From an optimization exercise on the open Yosys and OpenROAD flow, aimed at small area, a short achievable clock period and few clock cycles; shortcuts taken in it are not production practice. The RTL was checked by simulation tests, not by an equivalence proof against the original design. Power figures rest on the tool's default switching activity, not on a simulated workload.

== run A ==
Design rs485_core, start of the top module:
module rs485_core (
    input  wire        clk,
    input  wire        rst,
    input  wire        init,
    input  wire [7:0]  init_cap,
    input  wire        shutdown,
    input  wire        rx_clear,
    input  wire [31:0] now,
    output wire        live,
    input  wire        rx_valid,
    input  wire [7:0]  rx_data,
    output wire        rx_ready,
    output wire        pkt_ready,
    output wire        pkt_started,
    output wire [7:0]  pkt_len,
    output wire [31:0] err_count,
    output wire [31:0] t_start,
    input  wire [7:0]  rd_addr,
    output wire [7:0]  rd_data,
    input  wire        tx_start,
    input  wire [7:0]  tx_len,
    output wire        tx_start_ready,
    input  wire        tx_in_valid,
    input  wire [7:0]  tx_in_data,
    output wire        tx_in_ready,
    output wire        tx_out_valid,
    output wire [7:0]  tx_out_data,
    input  wire        tx_out_ready
);
For scale: roughly 4300 cells after synthesis, ~2200 flip-flops, roughly 86000 sq um of cells after synthesis.
Settings: LEC_CHECK=0, CAP_MARGIN=20, CORE_MARGIN=2, CORE_UTILIZATION=50, PLACE_DENSITY=0.65, SETUP_SLACK_MARGIN=4, SLEW_MARGIN=20; clock period 8.0 ns.
standard.sh (not shown) runs the stock make flow with config.mk's settings and CLKGATE_MAP_FILE= SYNTH_SCRIPT=/design/flow/synth_recipe.tcl, a recipe that flattens the netlist after the stock synthesis.
==> flow/flow/run.sh <==
#!/bin/bash
# Standard layout with three changes to how it is made: ports are buffered
# with buf_2 instead of the delay buffer buffer_ports picks by default,
# the clock tree uses clkbuf_8 without dummy loads, and the resizer may
# change a cell's footprint.
set -euo pipefail
bash standard.sh finish \
  "BUFFER_PORTS_ARGS=-buffer_cell sky130_fd_sc_hd__buf_2" \
  "CTS_ARGS=-sink_clustering_enable -repair_clock_nets -dont_use_dummy_load -buf_list sky130_fd_sc_hd__clkbuf_8 -sink_clustering_size 30" \
  "MATCH_CELL_FOOTPRINT=0" > flow.log 2>&1
Testbench counts of run A, summed over its fixed seeds: cycles 18,058.
Input-level comparison between run B and run A:
- changing PLACE_DENSITY from 0.65 to 0.7
- changing SETUP_SLACK_MARGIN from 4 to 3
- changing CORE_UTILIZATION from 50 to 56
==> flow/flow/run.sh <==
#!/bin/bash
# Standard layout with three changes to how it is made: ports are buffered
# with buf_2 instead of the delay buffer buffer_ports picks by default,
# the clock tree uses clkbuf_16 in clusters of up to 24 flip-flops without dummy loads, and the resizer may
# change a cell's footprint.
set -euo pipefail
bash standard.sh finish \
  "BUFFER_PORTS_ARGS=-buffer_cell sky130_fd_sc_hd__buf_2" \
  "CTS_ARGS=-sink_clustering_enable -repair_clock_nets -dont_use_dummy_load -buf_list sky130_fd_sc_hd__clkbuf_16 -sink_clustering_size 24 -sink_clustering_max_diameter 80" \
  "MATCH_CELL_FOOTPRINT=0" > flow.log 2>&1
Notes after the runs:
Diff run A -> run B: global-route usage up 2.2 points, reported net switching power down 13%. Run B ends up with a portion of total power attributed to the clock network that is 7.2 points lower than in run A. Diff run A -> run B | number of CTS-inserted buffers | decrease of 256. Against run A, run B reports a wire length of the first global-routing pass that is lower. Relative to run A, relative area change from synthesis to final layout has gone down in run B. Run B vs run A, sequential fraction of total cell area went up by 2.2 points. Across run B and run A, none had a timing, DRC or antenna violation. The non-clock buffer count of run B falls short of that of run A by 14%. Per the comparison of run B with run A, multi-input gate share of total cell area has increased; length of the first detailed-routing pass in iterations has increased.
The inputs of run C differ from those of run B as listed below.
- changing CORE_UTILIZATION from 56 to 50
- changing PLACE_DENSITY from 0.7 to 0.65
==> flow/flow/run.sh <==
#!/bin/bash
# Standard layout with three changes to how it is made: ports are buffered
# with buf_2 instead of the delay buffer buffer_ports picks by default,
# the clock tree uses clkbuf_8 without dummy loads, and the resizer may
# change a cell's footprint.
set -euo pipefail
bash standard.sh finish \
  "BUFFER_PORTS_ARGS=-buffer_cell sky130_fd_sc_hd__buf_2" \
  "CTS_ARGS=-sink_clustering_enable -repair_clock_nets -dont_use_dummy_load -buf_list sky130_fd_sc_hd__clkbuf_8 -sink_clustering_size 30" \
  "MATCH_CELL_FOOTPRINT=0" > flow.log 2>&1
==> comparison <==
- For number of multi-input combinational cells in the layout, run B and run C come out practically identical.
- | final weighted congestion in routability-driven placement | run C vs run B | about 1.5% lower |
- Summary — net load switching power, run C relative to run B: higher, by 0.00057 W.

The RTL this note starts from:
==> flow/design.v <==
module rs485_crc8_step (
    input  wire [7:0] acc,
    input  wire [7:0] din,
    output wire [7:0] acc_next
);
    reg [7:0] a;
    reg [7:0] w;
    integer   i;
    always @* begin
        a = acc;
        w = din;
        for (i = 0; i < 8; i = i + 1) begin
            if (a[0] ^ w[0])
                a = (a >> 1) ^ 8'h8C;
            else
                a = a >> 1;
            w = w >> 1;
        end
    end
    assign acc_next = a;
endmodule
module rs485_tx (
    input  wire       clk,
    input  wire       rst,
    input  wire       live,
    input  wire       tx_start,
    input  wire [7:0] tx_len,
    output wire       tx_start_ready,
    input  wire       tx_in_valid,
    input  wire [7:0] tx_in_data,
    output wire       tx_in_ready,
    output reg        tx_out_valid,
    output reg  [7:0] tx_out_data,
    input  wire       tx_out_ready
);
    localparam [7:0] STX = 8'h02;
    localparam [7:0] ETX = 8'h03;
    localparam [2:0] S_IDLE = 3'd0,
                     S_STX  = 3'd1,
                     S_LOAD = 3'd2,
                     S_HI   = 3'd3,
                     S_LO   = 3'd4,
                     S_ETX  = 3'd5,
                     S_CHI  = 3'd6,
                     S_CLO  = 3'd7;
    reg [2:0] state;
    reg [7:0] remaining;
    reg [7:0] data;
    reg [7:0] crc;
    wire [7:0] crc_next;
    rs485_crc8_step u_crc (
        .acc      (crc),
        .din      (data),
        .acc_next (crc_next)
    );
    wire last_sym  = (state == S_CLO);
    wire need_byte = ((state == S_STX) || (state == S_LO)) && (remaining != 8'd0);
    assign tx_start_ready = live && ((state == S_IDLE) || (last_sym && tx_out_ready));
    assign tx_in_ready    = (state == S_LOAD) || (need_byte && tx_out_ready);
    always @* begin
        tx_out_valid = 1'b1;
        case (state)
            S_STX:   tx_out_data = STX;
            S_HI:    tx_out_data = {data[7:4], ~data[7:4]};
            S_LO:    tx_out_data = {data[3:0], ~data[3:0]};
            S_ETX:   tx_out_data = ETX;
            S_CHI:   tx_out_data = {crc[7:4], ~crc[7:4]};
            S_CLO:   tx_out_data = {crc[3:0], ~crc[3:0]};
            default: begin
                tx_out_valid = 1'b0;
                tx_out_data  = 8'h00;
            end
        endcase
    end
    wire take_in    = tx_in_valid && tx_in_ready;
    wire take_start = tx_start && tx_start_ready;
    always @(posedge clk) begin
        if (rst) begin
            state <= S_IDLE;
        end else begin
            if (take_in) begin
                data      <= tx_in_data;
                remaining <= remaining - 8'd1;
            end
            if (take_start) begin
                remaining <= tx_len;
                crc       <= 8'h00;
            end
            case (state)
                S_IDLE:
                    if (take_start)
                        state <= S_STX;
                S_STX, S_LO:
                    if (tx_out_ready) begin
                        if (remaining == 8'd0)
                            state <= S_ETX;
                        else if (tx_in_valid)
                            state <= S_HI;
                        else
                            state <= S_LOAD;
                    end
                S_LOAD:
                    if (tx_in_valid)
                        state <= S_HI;
                S_HI:
                    if (tx_out_ready) begin
                        crc   <= crc_next;
                        state <= S_LO;
                    end
                S_ETX:
                    if (tx_out_ready)
                        state <= S_CHI;
                S_CHI:
                    if (tx_out_ready)
                        state <= S_CLO;
                default:  
                    if (tx_out_ready)
                        state <= take_start ? S_STX : S_IDLE;
            endcase
        end
    end
endmodule
module rs485_rx #(
    parameter DEPTH = 255
) (
    input  wire        clk,
    input  wire        rst,
    input  wire        init,
    input  wire [7:0]  init_cap,
    input  wire        shutdown,
    input  wire        rx_clear,
    input  wire [31:0] now,
    input  wire        rx_valid,
    input  wire [7:0]  rx_data,
    output wire        rx_ready,
    output wire        live,
    input  wire [7:0]  rd_addr,
    output wire [7:0]  rd_data,
    output wire        pkt_ready,
    output wire        pkt_started,
    output wire [7:0]  pkt_len,
    output wire [31:0] err_count,
    output wire [31:0] t_start
);
    localparam [7:0] STX = 8'h02;
    localparam [7:0] ETX = 8'h03;
    localparam [1:0] L_UNINIT = 2'd0,
                     L_LIVE   = 2'd1,
                     L_DOWN   = 2'd2;
    reg [1:0]  life;
    reg [7:0]  cap;
    reg [7:0]  pos;
    reg        started;
    reg        etx_seen;
    reg        hi_pend;
    reg [3:0]  hi_nib;
    reg        ready;
    reg [31:0] err_cnt;
    reg [31:0] t_start_r;
    reg [7:0]  crc;
    reg [7:0]  buffer [0:DEPTH-1];
    assign live     = (life == L_LIVE);
    assign rx_ready = live && !ready;
    wire       sym_valid = (rx_data[7:4] == ~rx_data[3:0]);
    wire [3:0] sym_nib   = rx_data[7:4];
    wire [7:0] assembled = {hi_nib, sym_nib};
    wire [7:0] crc_next;
    rs485_crc8_step u_crc (
        .acc      (crc),
        .din      (assembled),
        .acc_next (crc_next)
    );
    wire take = rx_valid && rx_ready;
    always @(posedge clk) begin
        if (pos != 8'd255)
            buffer[pos] <= assembled;
    end
    always @(posedge clk) begin
        if (rst) begin
            life <= L_UNINIT;
        end else if (life == L_UNINIT && init) begin
            life      <= L_LIVE;
            cap       <= init_cap;
            err_cnt   <= 32'd0;
            started   <= 1'b0;
            ready     <= 1'b0;
            pos       <= 8'd0;
        end else if (life == L_LIVE && shutdown) begin
            life <= L_DOWN;
        end else if (life == L_LIVE && rx_clear) begin
            started   <= 1'b0;
            ready     <= 1'b0;
            pos       <= 8'd0;
        end else if (take) begin
            if (rx_data == STX) begin
                started   <= 1'b1;
                etx_seen  <= 1'b0;
                pos       <= 8'd0;
                hi_pend   <= 1'b0;
                t_start_r <= now;
                crc       <= 8'd0;
            end else if (rx_data == ETX) begin
                etx_seen <= 1'b1;
            end else if (!started) begin
            end else if (!sym_valid) begin
                started   <= 1'b0;
                pos       <= 8'd0;
                err_cnt   <= err_cnt + 32'd1;
            end else if (!hi_pend) begin
                hi_nib  <= sym_nib;
                hi_pend <= 1'b1;
            end else begin
                hi_pend <= 1'b0;
                if (etx_seen) begin
                    if (assembled == crc) begin
                        ready <= 1'b1;
                    end else begin
                        started   <= 1'b0;
                        pos       <= 8'd0;
                        err_cnt   <= err_cnt + 32'd1;
                    end
                end else if (pos < cap) begin
                    pos         <= pos + 8'd1;
                    crc         <= crc_next;
                end else begin
                    started   <= 1'b0;
                    pos       <= 8'd0;
                    err_cnt   <= err_cnt + 32'd1;
                end
            end
        end
    end
    wire show = live && ready;
    assign pkt_ready   = show;
    assign pkt_started = live && started;
    assign pkt_len     = show ? pos : 8'd0;
    assign rd_data     = (show && rd_addr < pos) ? buffer[rd_addr] : 8'd0;
    assign err_count   = live ? err_cnt : 32'd0;
    assign t_start     = (live && started) ? t_start_r : 32'd0;
endmodule
module rs485_core (
    input  wire        clk,
    input  wire        rst,
    input  wire        init,
    input  wire [7:0]  init_cap,
    input  wire        shutdown,
    input  wire        rx_clear,
    input  wire [31:0] now,
    output wire        live,
    input  wire        rx_valid,
    input  wire [7:0]  rx_data,
    output wire        rx_ready,
    output wire        pkt_ready,
    output wire        pkt_started,
    output wire [7:0]  pkt_len,
    output wire [31:0] err_count,
    output wire [31:0] t_start,
    input  wire [7:0]  rd_addr,
    output wire [7:0]  rd_data,
    input  wire        tx_start,
    input  wire [7:0]  tx_len,
    output wire        tx_start_ready,
    input  wire        tx_in_valid,
    input  wire [7:0]  tx_in_data,
    output wire        tx_in_ready,
    output wire        tx_out_valid,
    output wire [7:0]  tx_out_data,
    input  wire        tx_out_ready
);
    rs485_rx u_rx (
        .clk         (clk),
        .rst         (rst),
        .init        (init),
        .init_cap    (init_cap),
        .shutdown    (shutdown),
        .rx_clear    (rx_clear),
        .now         (now),
        .rx_valid    (rx_valid),
        .rx_data     (rx_data),
        .rx_ready    (rx_ready),
        .live        (live),
        .rd_addr     (rd_addr),
        .rd_data     (rd_data),
        .pkt_ready   (pkt_ready),
        .pkt_started (pkt_started),
        .pkt_len     (pkt_len),
        .err_count   (err_count),
        .t_start     (t_start)
    );
    rs485_tx u_tx (
        .clk            (clk),
        .rst            (rst),
        .live           (live),
        .tx_start       (tx_start),
        .tx_len         (tx_len),
        .tx_start_ready (tx_start_ready),
        .tx_in_valid    (tx_in_valid),
        .tx_in_data     (tx_in_data),
        .tx_in_ready    (tx_in_ready),
        .tx_out_valid   (tx_out_valid),
        .tx_out_data    (tx_out_data),
        .tx_out_ready   (tx_out_ready)
    );
endmodule
clock: 8.0 ns
lec_check: 0
cap_margin: 20
core_margin: 2
core_utilization: 50
cts_buf_list: sky130_fd_sc_hd__clkbuf_8
cts_cluster_size: 30
place_density: 0.65
setup_slack_margin: 1.5
slew_margin: 20
run.sh (not shown) runs the stock make flow with config.mk's settings and CLKGATE_MAP_FILE= SYNTH_SCRIPT=/design/flow/synth_recipe.tcl, a recipe that flattens the netlist after the stock synthesis.
Stock flow here: none of the scripts above is used.
Testbench counts at the start, summed over its fixed seeds: cycles 18,058.
Edit:
==> flow/flow/run.sh (new file) <==
#!/bin/bash
# Standard layout with three changes to how it is made: ports are buffered
# with buf_2 instead of the delay buffer buffer_ports picks by default,
# the clock tree uses clkbuf_16 in clusters of up to 24 flip-flops without dummy loads, and the resizer may
# change a cell's footprint.
set -euo pipefail
bash standard.sh finish \
  "BUFFER_PORTS_ARGS=-buffer_cell sky130_fd_sc_hd__buf_2" \
  "CTS_ARGS=-sink_clustering_enable -repair_clock_nets -dont_use_dummy_load -buf_list sky130_fd_sc_hd__clkbuf_16 -sink_clustering_size 24 -sink_clustering_max_diameter 80" \
  "MATCH_CELL_FOOTPRINT=0" > flow.log 2>&1
==> flow/standard.sh (new file) <==
#!/bin/bash
# synth_recipe.tcl (not shown) runs the flow's synth.tcl, then flattens the netlist and writes it again
# the make line also repeats each setting of config.mk as NAME=value (left out here)
make -C /OpenROAD-flow-scripts/flow DESIGN_CONFIG=/design/flow/config.mk WORK_HOME=/design/flow/orfs CLKGATE_MAP_FILE= SYNTH_SCRIPT=/design/flow/synth_recipe.tcl "${@:-finish}"
- CTS_BUF_LIST: sky130_fd_sc_hd__clkbuf_8 -> default
- CTS_CLUSTER_SIZE: 30 -> default
- SETUP_SLACK_MARGIN: 1.5 -> 3
removed: flow/run.sh
The changed run went through all stages and came out clean. Via count came out lower by a few percent. Wire length came out higher slightly. Final cell count came out lower by a few percent. Count of clock-buffer cells in the layout came out lower by 249. Cell area came out lower by a few percent. Power came out lower by roughly a tenth.
Edit:
==> flow/run.sh (new file) <==
#!/bin/bash
# synth_recipe.tcl (not shown) runs the flow's synth.tcl, then flattens the netlist and writes it again
# the make line also repeats each setting of config.mk as NAME=value (left out here)
make -C /OpenROAD-flow-scripts/flow DESIGN_CONFIG=/design/flow/config.mk WORK_HOME=/design/flow/orfs CLKGATE_MAP_FILE= SYNTH_SCRIPT=/design/flow/synth_recipe.tcl finish
- CTS_BUF_LIST: default -> sky130_fd_sc_hd__clkbuf_8
- CTS_CLUSTER_SIZE: default -> 30
removed: flow/flow/run.sh
removed: flow/standard.sh
What happened: Worst hold slack improved by 0.010 ns; via count climbs by 3.6%; design area went up by 4.6%; clock-buffer cell count rises by 253; wire length goes up by 0.98%; worst setup slack degrades by 0.046 ns; sequential power hardly moves; fmax went down by 0.78%; utilization climbs by 2.6 points; sequential share of layout area came out lower by 3.0 points; final cell count went up by 7.6%.

## port drivers added, routing unchanged
How much do the figures lean on ideal ports? The routed layouts below were timed once more, with nothing changed but the port constraints.
Step 1 sets driving cells, clkbuf_16 on the clock port and buf_2 on the other inputs (assumed; they add their load-dependent delay and slew).
Step 2 adds t to the input delays and takes it off the output delays; t is the mean of the earliest and latest rising clock arrival at the registers after step 1. Input paths then give back, and output paths get back, about the clock's delay inside the block.
a / b / c = ideal / step 1 / step 2; a / b = the first two.
run	t (ns)	setup slack, ns	latest minus earliest clock arrival (ns)
run A	1.077	2.156 / 1.678 / 1.678	0.124 / 0.125
run B	0.826	2.192 / 1.763 / 1.763	0.081 / 0.081
run C	1.079	2.091 / 1.736 / 1.736	0.098 / 0.099
the first run of note 2	1.088	1.435 / 1.150 / 1.150	0.099 / 0.099
the second run of note 2	0.832	2.109 / 1.777 / 1.777	0.074 / 0.074
the third run of note 2	1.108	2.063 / 1.664 / 1.664	0.102 / 0.102
After both steps setup and hold are still met in every run listed. The setup slack of run A, which loses most, moves by -0.478 ns with the drivers and by -0.478 ns with both steps.
